From an optimization exercise on the open Yosys and OpenROAD flow, aimed at small area, a short achievable clock period and few clock cycles per item; shortcuts taken in it are not production practice. Only simulation tests tie the RTL to the original design; equivalence was not proved.

Setup of run A:
// ct_meas
module ct_meas (
    input  wire        clk,
    input  wire        rst,         
    input  wire        start,       
    input  wire        mode,        
    input  wire [1:0]  chan,        
    input  wire [15:0] raw,         
    output reg         ready,
    output reg         done,
    output reg         accept,
    output reg  [1:0]  chan_next,
    output wire [34:0] ohms,
    output wire [15:0] vmv,
    output wire [27:0] digits,      
    output reg         alert
);
    localparam [1:0] F_IDLE  = 2'd0,
                     F_NODIV = 2'd1,
                     F_DIV   = 2'd2;
    localparam [26:0] VDIV = 27'd48904255;     
    reg [1:0]  state;
    reg [15:0] s;
    reg [1:0]  ch;
    reg        md;
    reg        slo, shi;       
    reg [26:0] rem;            
    reg [5:0]  cnt;            
    reg        step1, step2;   
    reg        xb;             
    reg        qd;             
    reg [34:0] q;
    reg [27:0] bcd;
  ...
export LEC_CHECK = 0
export CAP_MARGIN = 20
export CORE_MARGIN = 2
export CORE_UTILIZATION = 60
export CTS_BUF_LIST = sky130_fd_sc_hd__clkbuf_4 sky130_fd_sc_hd__clkbuf_8
export PLACE_DENSITY = 0.65
export SETUP_SLACK_MARGIN = 5
export SLEW_MARGIN = 20
create_clock -name core_clock -period 10.0 [get_ports {clk}]
standard.sh (not shown) runs the stock make flow with config.mk's settings and CLKGATE_MAP_FILE= SYNTH_SCRIPT=/design/flow/synth_recipe.tcl, a recipe that flattens the netlist after the stock synthesis.
==> flow/flow/run.sh <==
#!/bin/bash
# Own flow: the standard layout (standard synthesis unchanged), with
# - port buffers of a plain buffer cell (every port still gets one).
set -euo pipefail
MARGIN=$(cat flow/margin.txt)
PORTBUF=$(cat flow/portbuf.txt)
bash standard.sh SETUP_SLACK_MARGIN="$MARGIN" "BUFFER_PORTS_ARGS=-buffer_cell $PORTBUF" finish > flow_standard.log 2>&1
==> flow/flow/margin.txt <==
6.25
==> flow/flow/portbuf.txt <==
sky130_fd_sc_hd__buf_2
Testbench counts of run A, summed over its fixed seeds: cycles 28,021, items 2,048.
The following lists how run B was set up differently from run A:
Settings: setting TNS_END_PERCENT to 30 for the first time.
Notes after the runs:
- Comparing run A with run B, the area occupied by multi-input gates came out essentially unchanged.
- Diff run A -> run B: mean instance size in the synthesized netlist closely matched the old numbers, time the worst path needs with I/O delays and setup increased by 0.045 ns relative to the old numbers, utilization closely matched the old numbers, total wire length after detailed routing decreased by about 1.5% relative to the old numbers.
- Compared run A against run B; number of non-filler instances in the completed layout within noise.
- Run B has arrival time at the worst endpoint above what run A had.
- Against run A, run B comes in 0.33 points lower on ratio of cells with drive above 1 in the final layout.
- Delta (run B minus run A): worst hold slack neither gained nor lost much.
diff inputs: run B => run C
Settings: TNS_END_PERCENT no longer set, was 30; PLACE_DENSITY now 0.75, was 0.65; CTS_CLUSTER_SIZE now 40, previously not set.
Findings:
Run C finished every step from synthesis to the final layout, and the layout passed the timing, DRC and antenna checks. Hold slack across run B and run C: no real change. Run B → run C: post-CTS resize count went up. On run C: share of the clock period used by the worst path is 0.27 points lower than what run B gave. Between run B and run C, worst-case clock skew is lower for run C, run B comes in above that. Measured against each other, run B and run C differ in number of fillers in the final layout, the lower figure coming from run B. Diff run C..run B | global routing usage summed across all routing layers | negligible. Between run B and run C, the flow reports cell count increasing slightly. Compared to run B, run C shows a wider setup margin.

* * *

The RTL this note starts from:
==> flow/design.v <==
module ct_meas (
    input  wire        clk,
    input  wire        rst,         
    input  wire        start,       
    input  wire        mode,        
    input  wire [1:0]  chan,        
    input  wire [15:0] raw,         
    output reg         ready,
    output reg         done,
    output reg         accept,
    output reg  [1:0]  chan_next,
    output wire [34:0] ohms,
    output wire [15:0] vmv,
    output wire [27:0] digits,      
    output reg         alert
);
    localparam [1:0] F_IDLE  = 2'd0,
                     F_NODIV = 2'd1,
                     F_DIV   = 2'd2;
    localparam [26:0] VDIV = 27'd48904255;     
    reg [1:0]  state;
    reg [15:0] s;
    reg [1:0]  ch;
    reg        md;
    reg        slo, shi;       
    reg [26:0] rem;            
    reg [4:0]  cnt;            
    reg        step1, step2;   
    reg [1:0]  xb;             
    reg [1:0]  qd;             
    reg [34:0] q;
    reg [27:0] bcd;
    reg        fin;            
    reg        b_md, b_neg, b_acc, b_al;
    reg [1:0]  b_ch, b_cn;
    reg        vneg;           
    reg [6:0]  dfix;           
    wire neg  = s[15];
    wire last = (cnt == 5'd1);
    assign ohms   = q;
    assign vmv    = q[15:0] ^ {16{vneg}};
    genvar g;
    generate
        for (g = 0; g < 7; g = g + 1) begin : dout
            assign digits[4*g +: 4] = dfix[g] ? bcd[4*g +: 4] - 4'd6 : bcd[4*g +: 4];
        end
    endgenerate
    wire take = start && ready;
    wire signed [15:0] sraw = raw;
    wire in_lo  = (sraw <= 16'sd8000);
    wire in_hi  = (sraw >= 16'sd24000);
    wire in_pos = !raw[15] && (raw != 16'd0);
    wire in_acc = (!in_lo && !in_hi) || (chan == 2'd3 && in_lo) ||
                  (chan == 2'd0 && in_hi);
    wire in_nodiv = !mode && (!in_acc || !in_pos);
    wire [1:0] lsel = raw[14] ? 2'd3 : (raw[13] || chan != 2'd3) ? 2'd2 :
                      raw[12] ? 2'd1 : 2'd0;
    reg [15:0] r_init;
    reg [4:0]  k_init;
    reg [1:0]  x_init;
    always @(*) begin
        case ({chan, lsel})
            {2'd0, 2'd3}: begin r_init = 16'd15776 | {12'd0, raw[15:12]}; k_init = 5'd6; x_init = {raw[11], raw[10]}; end
            {2'd0, 2'd2}: begin r_init = 16'd15776 | {12'd0, raw[15:12]}; k_init = 5'd6; x_init = {raw[11], raw[10]}; end
            {2'd1, 2'd3}: begin r_init = 16'd9750; k_init = 5'd8; x_init = {raw[15], raw[14]}; end
            {2'd1, 2'd2}: begin r_init = 16'd9750; k_init = 5'd8; x_init = {raw[15], raw[14]}; end
            {2'd2, 2'd3}: begin r_init = 16'd25000; k_init = 5'd9; x_init = {1'b0, 1'b0}; end
            {2'd2, 2'd2}: begin r_init = 16'd6250; k_init = 5'd10; x_init = {1'b0, 1'b0}; end
            {2'd3, 2'd3}: begin r_init = 16'd10437; k_init = 5'd11; x_init = {1'b1, 1'b0}; end
            {2'd3, 2'd2}: begin r_init = 16'd10437; k_init = 5'd11; x_init = {1'b1, 1'b0}; end
            {2'd3, 2'd1}: begin r_init = 16'd2609; k_init = 5'd12; x_init = {1'b0, 1'b1}; end
            {2'd3, 2'd0}: begin r_init = 16'd0; k_init = 5'd18; x_init = {1'b1, 1'b0}; end
            default: begin r_init = 16'bx; k_init = 5'bx; x_init = 2'bx; end
        endcase
    end
    wire [26:0] rem_init = mode ? {2'b0, {raw, 9'd373} ^ {25{raw[15]}}} : {11'd0, r_init};
    wire [4:0]  cnt_init = mode ? 5'd8 : k_init;
    wire [1:0]  xb_init  = mode ? {raw[15], raw[15]} : x_init;
    wire       acc_i = md || (!slo && !shi) || (ch == 2'd3 && slo) ||
                       (ch == 2'd0 && shi);
    wire [1:0] cn_i  = (md || acc_i) ? ch : slo ? ch + 2'd1 : ch - 2'd1;
    reg [19:0] kc;
    always @(*) begin
        case (ch)
            2'd0:    kc = 20'd986;
            2'd1:    kc = 20'd9750;
            2'd2:    kc = 20'd100000;
            default: kc = 20'd668000;
        endcase
    end
    wire [5:0]  c_nx  = {cnt - 5'd1, 1'b0};
    wire [15:0] vtail = neg ? 16'd58368 : 16'd8192;
    wire [35:0] xres  = {kc, s};                  
    wire [1:0]  xb_nx = ready ? xb_init :
                        c_nx < 6'd2 ? 2'b00 :
                        md ? {vtail[c_nx[3:0] - 4'd1], vtail[c_nx[3:0] - 4'd2]} :
                        {xres[c_nx - 6'd1], xres[c_nx - 6'd2]};
    wire        sgn   = rem[26];
    wire [26:0] t     = {rem[25:0], xb[1]};
    wire [26:0] dvs   = md ? VDIV : {10'd0, s, 1'b0};
    wire [27:0] ad_w  = {t, 1'b1} + {dvs ^ {27{!sgn}}, !sgn};    
    wire [26:0] rem_1 = ad_w[27:1];
    wire        sgn2  = rem_1[26];
    wire [26:0] t2    = {rem_1[25:0], xb[0]};
    wire [27:0] ad2_w = {t2, 1'b1} + {dvs ^ {27{!sgn2}}, !sgn2};
    wire [26:0] rem_n = ad2_w[27:1];
    wire [1:0]  qb    = {!sgn2, !rem_n[26]};
    function automatic [27:0] add3(input [27:0] b);
        integer n;
        reg [3:0] d;
        begin
            for (n = 0; n < 7; n = n + 1) begin
                d = b[4*n +: 4];
                add3[4*n+3] = d[3] | (d[2] & d[1]) | (d[2] & d[0]);
                add3[4*n+2] = (d[3] & d[0]) | (d[2] & !d[1] & !d[0]);
                add3[4*n+1] = (d[3] & !d[0]) | (!d[2] & d[1]) | (d[1] & d[0]);
                add3[4*n+0] = (d[3] & !d[0]) | (!d[3] & !d[2] & d[0]) |
                              (d[2] & d[1] & !d[0]);
            end
        end
    endfunction
    integer i;
    wire [27:0] bcd_h   = add3({bcd[26:0], qd[1]});    
    wire [27:0] bcd_sh  = {bcd_h[26:0], qd[0]};        
    wire [27:0] bcd_adj = add3(bcd_sh);
    reg [19:0] kneg;
    always @(*) begin
        case ({b_md, b_ch})
            3'd0:    kneg = 20'd1047590;  
            3'd1:    kneg = 20'd1038826;  
            3'd2:    kneg = 20'd948576;   
            3'd3:    kneg = 20'd380576;   
            default: kneg = 20'd0;
        endcase
    end
    wire [34:0] q_sh  = {q[32:0], qd};
    wire [20:0] lo_s  = {1'b0, q_sh[19:0]} + {1'b0, kneg};
    wire [14:0] hi_m1 = q_sh[34:20] - 15'd1;
    wire [34:0] q_cor = {(!b_md && !lo_s[20]) ? hi_m1 : q_sh[34:20], lo_s[19:0]};
    reg [27:0] kb6;
    always @(*) begin
        case ({b_md, b_ch})
            3'd0:    kb6 = 28'hFFFF67A;    
            3'd1:    kb6 = 28'hFFF68B6;    
            3'd2:    kb6 = 28'hFF66666;    
            3'd3:    kb6 = 28'hF998666;    
            default: kb6 = 28'h6666666;
        endcase
    end
    wire [29:0] bc_w  = {1'b0, bcd_sh, 1'b1} + {1'b0, kb6, b_md && b_neg};
    wire [27:0] xs    = bc_w[28:1];
    wire [6:0]  dcy;
    generate
        for (g = 0; g < 6; g = g + 1) begin : dcarry
            assign dcy[g] = xs[4*g+4] ^ bcd_sh[4*g+4] ^ kb6[4*g+4];
        end
    endgenerate
    assign dcy[6] = bc_w[29];
    always @(posedge clk) begin
        if (ready) begin
            s   <= raw;
            ch  <= chan;
            md  <= mode;
            slo <= in_lo;
            shi <= in_hi;
        end
        rem   <= ready ? rem_init : rem_n;
        cnt   <= ready ? cnt_init : cnt - 5'd1;
        xb    <= xb_nx;
        qd    <= qb;
        step1 <= take && !in_nodiv;
        step2 <= step1;
        if (state != F_IDLE && (step1 || state == F_NODIV)) begin
            b_md  <= md;
            b_neg <= neg;
            b_ch  <= ch;
            b_acc <= acc_i;
            b_cn  <= cn_i;
            b_al  <= !md && ch == 2'd0 && !neg && s >= 16'd30295;
        end
        dfix      <= ~dcy;
        accept    <= b_acc;
        chan_next <= b_cn;
        vneg      <= b_md && b_neg;
        alert     <= b_al;
        if (fin) begin
            q   <= q_cor;
            bcd <= xs;
        end else if (step2) begin
            q   <= {33'd0, qd};
            bcd <= {26'd0, qd};
        end else begin
            q   <= q_sh;
            bcd <= bcd_adj;
        end
        if (rst) begin
            state <= F_IDLE;
            fin   <= 1'b0;
            done  <= 1'b0;
            ready <= 1'b1;
        end else begin
            ready <= take ? in_nodiv : (state != F_DIV || cnt <= 5'd2);
            done <= fin;
            fin  <= (state == F_NODIV) || (state == F_DIV && last);
            if (take)
                state <= in_nodiv ? F_NODIV : F_DIV;
            else if (state != F_DIV || last)
                state <= F_IDLE;
        end
    end
endmodule
clock: 10.0 ns
lec_check: 0
cap_margin: 20
core_margin: 2
core_utilization: 60
cts_buf_list: sky130_fd_sc_hd__clkbuf_4 sky130_fd_sc_hd__clkbuf_8
place_density: 0.65
setup_slack_margin: 5
slew_margin: 20
==> flow/flow/margin.txt <==
5.5
Scripts as last shown in full above: flow/flow/run.sh, flow/flow/portbuf.txt
Testbench counts at the start, summed over its fixed seeds: cycles 14,789, items 2,048.
Rerun with:
==> flow/flow/margin.txt (replaced) <==
4.5
Die area does not change.
Wire length drops by a few percent.
Cell count drops slightly.
Via count drops slightly.

what the ideal ports hide:
No port has a modelled driver above. Below, the same layouts with a new extraction and two added sets of constraints. Step 1 sets driving cells, clkbuf_16 on the clock port and buf_2 on the other inputs (assumed; they add their load-dependent delay and slew). Step 2 moves the port delays by t, midway between the first and last clock arrival at a register: inputs arrive t later, outputs are due t later. That takes back most of the time a late clock gives input paths. Slacks: ideal / step 1 / step 2; pairs: ideal / step 1.
run	t (ns)	setup slack, ns	worst setup path at the end
run A	0.512	6.357 / 6.323 / 5.845	input to register
run B	0.510	6.311 / 6.293 / 5.906	input to register
run C	0.503	6.339 / 6.299 / 5.859	input to register
the first run of note 2	0.510	4.762 / 4.762 / 4.762	register to register
the second run of note 2	0.505	4.367 / 4.367 / 4.367	register to register
After both steps setup and hold are still met in every run listed. The setup slack of run A, which loses most, moves by -0.034 ns with the drivers and by -0.512 ns with both steps.
